What follows belongs to an exercise in optimizing a design on an open flow for small area, a short achievable clock period and few clock cycles; a production flow would make more cautious choices.
Only simulation tests tie the RTL to the original design; equivalence was not proved.
Power and IR drop assume default switching activity.

==> flow/design.v (excerpt) <==
module spsl_core (
    input  wire        clk,
    input  wire        rst,           
    input  wire        req_we,        
    input  wire [31:0] req_wdata,
    output wire [31:0] rsp,
    output wire        busy,
    output reg         done,
    output reg         ovr,
    output wire        mem_en,
    output wire        mem_we,
    output reg  [15:0] mem_addr,
    output reg  [7:0]  mem_wdata,
    input  wire        mem_ready,
    input  wire [7:0]  mem_rdata,
    output wire        tmr_arm,
    input  wire        tmr_exp,
    output wire        adc_on,
    output wire        conv_start,
    input  wire        conv_done,
    input  wire [15:0] conv_data,
    output reg  [2:0]  adc_sel,
    output wire [3:0]  amp_en,
    output wire        fe_pwr
);
    localparam [1:0] RC_OK = 2'd0, RC_ILLEGAL = 2'd1,
                     RC_BAD_OPERAND = 2'd2, RC_BAD_RANGE = 2'd3;
    localparam [3:0] S_IDLE  = 4'b0000,
                     S_RESP  = 4'b0001,     
                     S_CRCH  = 4'b0010,     
                     S_CRCL  = 4'b0011,     
                     S_CRCS  = 4'b0100,     
                     S_CRCR  = 4'b0101,     
                     S_FETCH = 4'b0110,
                     S_LABEL = 4'b0111,
                     S_WARM  = 4'b1000,     
                     S_TRIG  = 4'b1001,     
                     S_SAMP  = 4'b1011,     
                     S_DIV   = 4'b1100;
    reg  [3:0]  state;
    reg  [1:0]  rcode;       
    reg  [1:0]  rsp_code;
    reg  [15:0] rsp_val;
    reg  [31:0] acc;         
    reg  [15:0] cnt;         
    reg  [1:0]  fbyte;       
    reg         disp;        
    reg  [4:0]  fetch_n;     
    reg  [7:0]  slot_d0 [0:5];
    reg  [7:0]  slot_d1 [0:5];
    reg  [5:0]  slot_f;      
    reg  [5:0]  slot_l2;     
    integer i;
    wire st_crcw = (state[3:1] == 3'b001);
    wire st_mem  = !state[3] && (state[2] || state[1]);
    wire st_acq  = (state[3:2] == 2'b10);
    assign rsp      = {6'd0, rsp_code, 8'h00, rsp_val};
    assign busy     = (state != S_IDLE);
    assign mem_en   = st_mem;
  ...
Size in the first run: ~1600 cells after synthesis, ~130 I/O pins, ~0.015 mm² of cells after synthesis.
export LEC_CHECK = 0
export CAP_MARGIN = 20
export CORE_MARGIN = 2
export CORE_UTILIZATION = 70
export SLEW_MARGIN = 20
create_clock -name core_clock -period 10.0 [get_ports {clk}]
standard.sh (not shown) runs the stock make flow with config.mk's settings and CLKGATE_MAP_FILE= SYNTH_SCRIPT=/design/flow/synth_recipe.tcl, a recipe that flattens the netlist after the stock synthesis.
==> flow/flow/run.sh <==
#!/bin/bash
# The standard layout (the standard.sh: ORFS synthesis to finish, unchanged),
# except that the port buffers ORFS inserts before global placement are
# sky130_fd_sc_hd__buf_1 cells instead of the default clkdlybuf4s50_1, and
# repair_timing aims for 5.5 ns of setup slack at the design's period.
set -euo pipefail
export BUFFER_PORTS_ARGS="-buffer_cell sky130_fd_sc_hd__buf_1"
export SETUP_SLACK_MARGIN=5.5
bash standard.sh > standard.log 2>&1
Testbench counts at the start, summed over its fixed seeds: cycles 26,948.
Change:
==> flow/flow/run.sh (replaced) <==
#!/bin/bash
# The standard layout (the standard.sh: ORFS synthesis to finish, unchanged),
# except that the port buffers ORFS inserts before global placement are
# sky130_fd_sc_hd__buf_1 cells instead of the default clkdlybuf4s50_1.
set -euo pipefail
export BUFFER_PORTS_ARGS="-buffer_cell sky130_fd_sc_hd__buf_1"
bash standard.sh > standard.log 2>&1
- CORE_UTILIZATION: 70 -> 40
- CTS_BUF_LIST: not set -> sky130_fd_sc_hd__clkbuf_4
- SETUP_SLACK_MARGIN: not set -> 5
What happened: Via count falls by 3.5%. First-iteration DRC count came out lower by about 10%. Worst hold slack loses 0.029 ns. Setup slack loses 0.28 ns. Area after synthesis stays the same. Maximum frequency came out lower by 5.9%. Core utilization shrinks by 35 points. Total power goes down by about 4%. Register-to-register slack gets worse by 0.39 ns. Die area is higher by 73%. Design area goes down by 1.2%.
Change:
==> flow/flow/run.sh (replaced) <==
#!/bin/bash
# The standard layout (the standard.sh: ORFS synthesis to finish, unchanged),
# except that the port buffers ORFS inserts before global placement are
# sky130_fd_sc_hd__buf_1 cells instead of the default clkdlybuf4s50_1, and
# repair_timing aims for 5.5 ns of setup slack at the design's period.
set -euo pipefail
export BUFFER_PORTS_ARGS="-buffer_cell sky130_fd_sc_hd__buf_1"
export SETUP_SLACK_MARGIN=5.5
bash standard.sh > standard.log 2>&1
- CORE_UTILIZATION: 40 -> 60
- CTS_BUF_LIST: sky130_fd_sc_hd__clkbuf_4 -> not set
- SETUP_SLACK_MARGIN: 5 -> not set
The new run produced a clean layout; clock-buffer cell count fell by 69; core utilization rose by 24 points; via count fell slightly.
Change:
- CORE_UTILIZATION: 60 -> 40
Effect: Global-route usage came out lower by 9.4 points; sequential cell count does not change; setup slack gains 0.029 ns; design area came out higher slightly; wire length grows by a little under a tenth; non-clock buffer count rose by 1; power rises slightly.
Change:
- ABC_AREA: not set -> 1
After rerunning: The changed run finished clean; utilization came out lower by 1.6 points; design area came out higher by 2.0%; sequential power hardly moves; synthesized cell count came out higher by 28%; hold slack barely changes; setup slack is worse by 0.0085 ns.

---

## build 98
Starting RTL as in the previous note.
Settings: LEC_CHECK=0, CAP_MARGIN=20, CORE_MARGIN=2, CORE_UTILIZATION=40, SETUP_SLACK_MARGIN=5, SLEW_MARGIN=20; clock period 10.0 ns.
==> flow/flow/run.sh <==
#!/bin/bash
# The standard layout (the standard.sh: ORFS synthesis to finish, unchanged),
# except that the port buffers ORFS inserts before global placement are
# sky130_fd_sc_hd__buf_1 cells instead of the default clkdlybuf4s50_1.
set -euo pipefail
export BUFFER_PORTS_ARGS="-buffer_cell sky130_fd_sc_hd__buf_1"
bash standard.sh > standard.log 2>&1
Build 98 completed; timing, DRC and antenna clean
Testbench counts of build 98, summed over its fixed seeds: cycles 26,948.
What build 4 does differently from build 98 at the input level:
==> flow/flow/run.sh <==
#!/bin/bash
# The standard layout (the standard.sh: ORFS synthesis to finish, unchanged),
# except that the port buffers ORFS inserts before global placement are
# sky130_fd_sc_hd__buf_1 cells instead of the default clkdlybuf4s50_1, and
# repair_timing aims for 5.75 ns of setup slack at the design's period.
set -euo pipefail
export BUFFER_PORTS_ARGS="-buffer_cell sky130_fd_sc_hd__buf_1"
export SETUP_SLACK_MARGIN=5.75
bash standard.sh > standard.log 2>&1
-- flow/config.mk --
<<< build 98, line 9
export CORE_MARGIN = 2
export CORE_UTILIZATION = 40
export SETUP_SLACK_MARGIN = 5
export SLEW_MARGIN = 20
>>> build 4, line 9
export CORE_MARGIN = 2
export CORE_UTILIZATION = 40
export SLEW_MARGIN = 20
--- outcome ---
- From build 98 to build 4 the numbers moved as follows: critical path depth rose 3; via count rose by 2.7%; buffer and inverter count on the worst path now larger; detailed-routed wire length on met2 picked up an extra about 6%.
- Build 4 vs build 98, utilization went up by 3.8 points.
- Diff build 98 -> build 4 | clock buffer count | increase of about 2.6%
Inputs modified between build 4 and build 61:
==> flow/flow/run.sh <==
#!/bin/bash
# The standard layout (the standard.sh: ORFS synthesis to finish, unchanged),
# except that the port buffers ORFS inserts before global placement are
# sky130_fd_sc_hd__buf_1 cells instead of the default clkdlybuf4s50_1, and
# repair_timing aims for 5.6 ns of setup slack at the design's period.
set -euo pipefail
export BUFFER_PORTS_ARGS="-buffer_cell sky130_fd_sc_hd__buf_1"
export SETUP_SLACK_MARGIN=5.6
bash standard.sh > standard.log 2>&1
-- flow/config.mk --
<<< build 4, line 8
export CAP_MARGIN = 20
export CORE_MARGIN = 2
export CORE_UTILIZATION = 40
export SLEW_MARGIN = 20
>>> build 61, line 8
export CAP_MARGIN = 20
export CORE_MARGIN = 2
export CORE_UTILIZATION = 60
export SLEW_MARGIN = 20
[summary]
Taking build 4 as 1.0, build 61 lands at 0.876 on non-clock buffer count in the final layout.
Build 61 ended with less total non-filler cell area in the finished layout than build 4.
Min HPWL after detailed placement across build 4 and build 61: build 61
Modified inputs, build 21 compared to build 61
==> flow/flow/run.sh <==
#!/bin/bash
# The standard layout (the standard.sh: ORFS synthesis to finish, unchanged),
# except that the port buffers ORFS inserts before global placement are
# sky130_fd_sc_hd__buf_1 cells instead of the default clkdlybuf4s50_1, and
# repair_timing aims for 6 ns of setup slack at the design's period.
set -euo pipefail
export BUFFER_PORTS_ARGS="-buffer_cell sky130_fd_sc_hd__buf_1"
export SETUP_SLACK_MARGIN=6
bash standard.sh > standard.log 2>&1
-- flow/config.mk --
<<< build 61, line 8
export CAP_MARGIN = 20
export CORE_MARGIN = 2
export CORE_UTILIZATION = 60
export SLEW_MARGIN = 20
>>> build 21, line 8
export CAP_MARGIN = 20
export CORE_MARGIN = 2
export CORE_UTILIZATION = 40
export SLEW_MARGIN = 20
[summary]
Diff build 61 -> build 21: adder and majority gate portion of the synthesized area essentially unchanged; area after synthesis essentially unchanged; depth of the worst register-to-register path decreased 1; final critical-path share of the clock period decreased 1.3 points; number of buffers inserted by post-CTS setup repair increased 50.
Per the final summary, build 21 finished and its layout is clean on timing, DRC and antenna.
Build 61 completed; timing, DRC and antenna clean
Final total power for build 21 is higher than for build 61.
Edits applied to the flow inputs when going from build 21 to build 56:
==> flow/flow/run.sh <==
#!/bin/bash
# The standard layout (the standard.sh: ORFS synthesis to finish, unchanged),
# except that the port buffers ORFS inserts before global placement are
# sky130_fd_sc_hd__buf_1 cells instead of the default clkdlybuf4s50_1, and
# repair_timing aims for 5.5 ns of setup slack at the design's period.
set -euo pipefail
export BUFFER_PORTS_ARGS="-buffer_cell sky130_fd_sc_hd__buf_1"
export SETUP_SLACK_MARGIN=5.5
bash standard.sh > standard.log 2>&1
-- flow/config.mk --
<<< build 21, line 8
export CAP_MARGIN = 20
export CORE_MARGIN = 2
export CORE_UTILIZATION = 40
export SLEW_MARGIN = 20
>>> build 56, line 8
export CAP_MARGIN = 20
export CORE_MARGIN = 2
export CORE_UTILIZATION = 60
export GPL_TIMING_DRIVEN = 1
export SLEW_MARGIN = 20
Findings:
Build 56 ended with every stage complete and zero timing, DRC or antenna violations.
Worst hold slack in build 56 is 0.0083 ns above build 21.
The starting density of the core of build 56 is higher than that of build 21.
The internal power of build 56 is lower than that of build 21.
Re worst-case headroom to the max-slew limit: build 21 was lower than build 56.
Relative to build 21, the sequential share of cell area of build 56 is higher by 3.2 points.
Looking only at switching power, and setting everything else aside, the higher value of build 21 and build 56 goes to build 21.
#### Input delta (build 37 over build 56)
==> flow/flow/run.sh <==
#!/bin/bash
# The standard layout (the standard.sh: ORFS synthesis to finish, unchanged),
# except that the port buffers ORFS inserts before global placement are
# sky130_fd_sc_hd__buf_1 cells instead of the default clkdlybuf4s50_1, and
# repair_timing aims for 5.25 ns of setup slack at the design's period.
set -euo pipefail
export BUFFER_PORTS_ARGS="-buffer_cell sky130_fd_sc_hd__buf_1"
export SETUP_SLACK_MARGIN=5.25
bash standard.sh > standard.log 2>&1
-- flow/config.mk --
<<< build 56, line 8
export CAP_MARGIN = 20
export CORE_MARGIN = 2
export CORE_UTILIZATION = 60
export GPL_TIMING_DRIVEN = 1
export SLEW_MARGIN = 20
>>> build 37, line 8
export CAP_MARGIN = 20
export CORE_MARGIN = 2
export CORE_UTILIZATION = 40
export SLEW_MARGIN = 20
Results
Compared build 37 vs build 56, and maximum frequency is down in build 37. On power of the sequential group, build 56 tracks build 37 almost exactly. Overall via count from detail_route was lower in the run labelled build 37. Count of plain and timing-repair buffers in the layout: build 37 vs build 56 down 17. On final-layout clock-cell area share, build 56 and build 37 are neck and neck. Build 56 → build 37: fraction of the cycle the final worst path needs grew by 1.2 points, setup slack after placement shrank by 0.063 ns, power density over cell area has increased. conv_done as the critical path startpoint was reported by build 56, and state[3] by build 37.

## what the ideal ports hide
In the flow no input, the clock included, has a driving cell. The finished layouts below were timed again as built, in two steps.
Step 1: set_driving_cell puts a clkbuf_16 on clk and a buf_2 on each other input, an assumption about the parent block.
Step 2 adds t to the input delays and takes it off the output delays; t is the mean of the earliest and latest rising clock arrival at the registers after step 1. Input paths then give back, and output paths get back, about the clock's delay inside the block.
a / b / c = ideal ports / drivers / drivers and shift; a / b = the first two.
| run | t, ns | slack for setup (ns) | latest minus earliest clock arrival (ns) | slew at the worst register clock pin (ns) | worst data-port slew with drivers (ns) |
|---|---|---|---|---|---|
| the first run of note 1 | 0.581 | 5.499 / 5.511 / 4.930 | 0.018 / 0.018 | 0.07 / 0.07 | 0.05 |
| the second run of note 1 | 0.833 | 5.216 / 5.216 / 4.531 | 0.037 / 0.038 | 0.08 / 0.08 | 0.08 |
| the third run of note 1 | 0.577 | 5.484 / 5.460 / 4.998 | 0.014 / 0.014 | 0.07 / 0.07 | 0.04 |
| the fourth run of note 1 | 0.608 | 5.512 / 5.508 / 4.920 | 0.030 / 0.030 | 0.07 / 0.07 | 0.05 |
| the fifth run of note 1 | 0.599 | 5.504 / 5.482 / 5.141 | 0.018 / 0.018 | 0.06 / 0.06 | 0.04 |
| build 98 | 0.607 | 5.221 / 5.255 / 4.649 | 0.011 / 0.011 | 0.06 / 0.06 | 0.08 |
| build 4 | 0.594 | 5.502 / 5.516 / 4.922 | 0.016 / 0.016 | 0.06 / 0.06 | 0.06 |
| build 61 | 0.577 | 5.506 / 5.522 / 4.945 | 0.027 / 0.027 | 0.06 / 0.06 | 0.05 |
| build 21 | 0.593 | 5.640 / 5.613 / 5.063 | 0.013 / 0.013 | 0.07 / 0.07 | 0.07 |
| build 56 | 0.577 | 5.484 / 5.460 / 4.998 | 0.014 / 0.014 | 0.07 / 0.07 | 0.04 |
| build 37 | 0.588 | 5.364 / 5.364 / 4.848 | 0.020 / 0.020 | 0.06 / 0.06 | 0.06 |
After both steps every run listed still meets setup and hold. The setup slack of the second run of note 1, which loses most, moves by 0.000 ns with the drivers and by -0.685 ns with both steps.
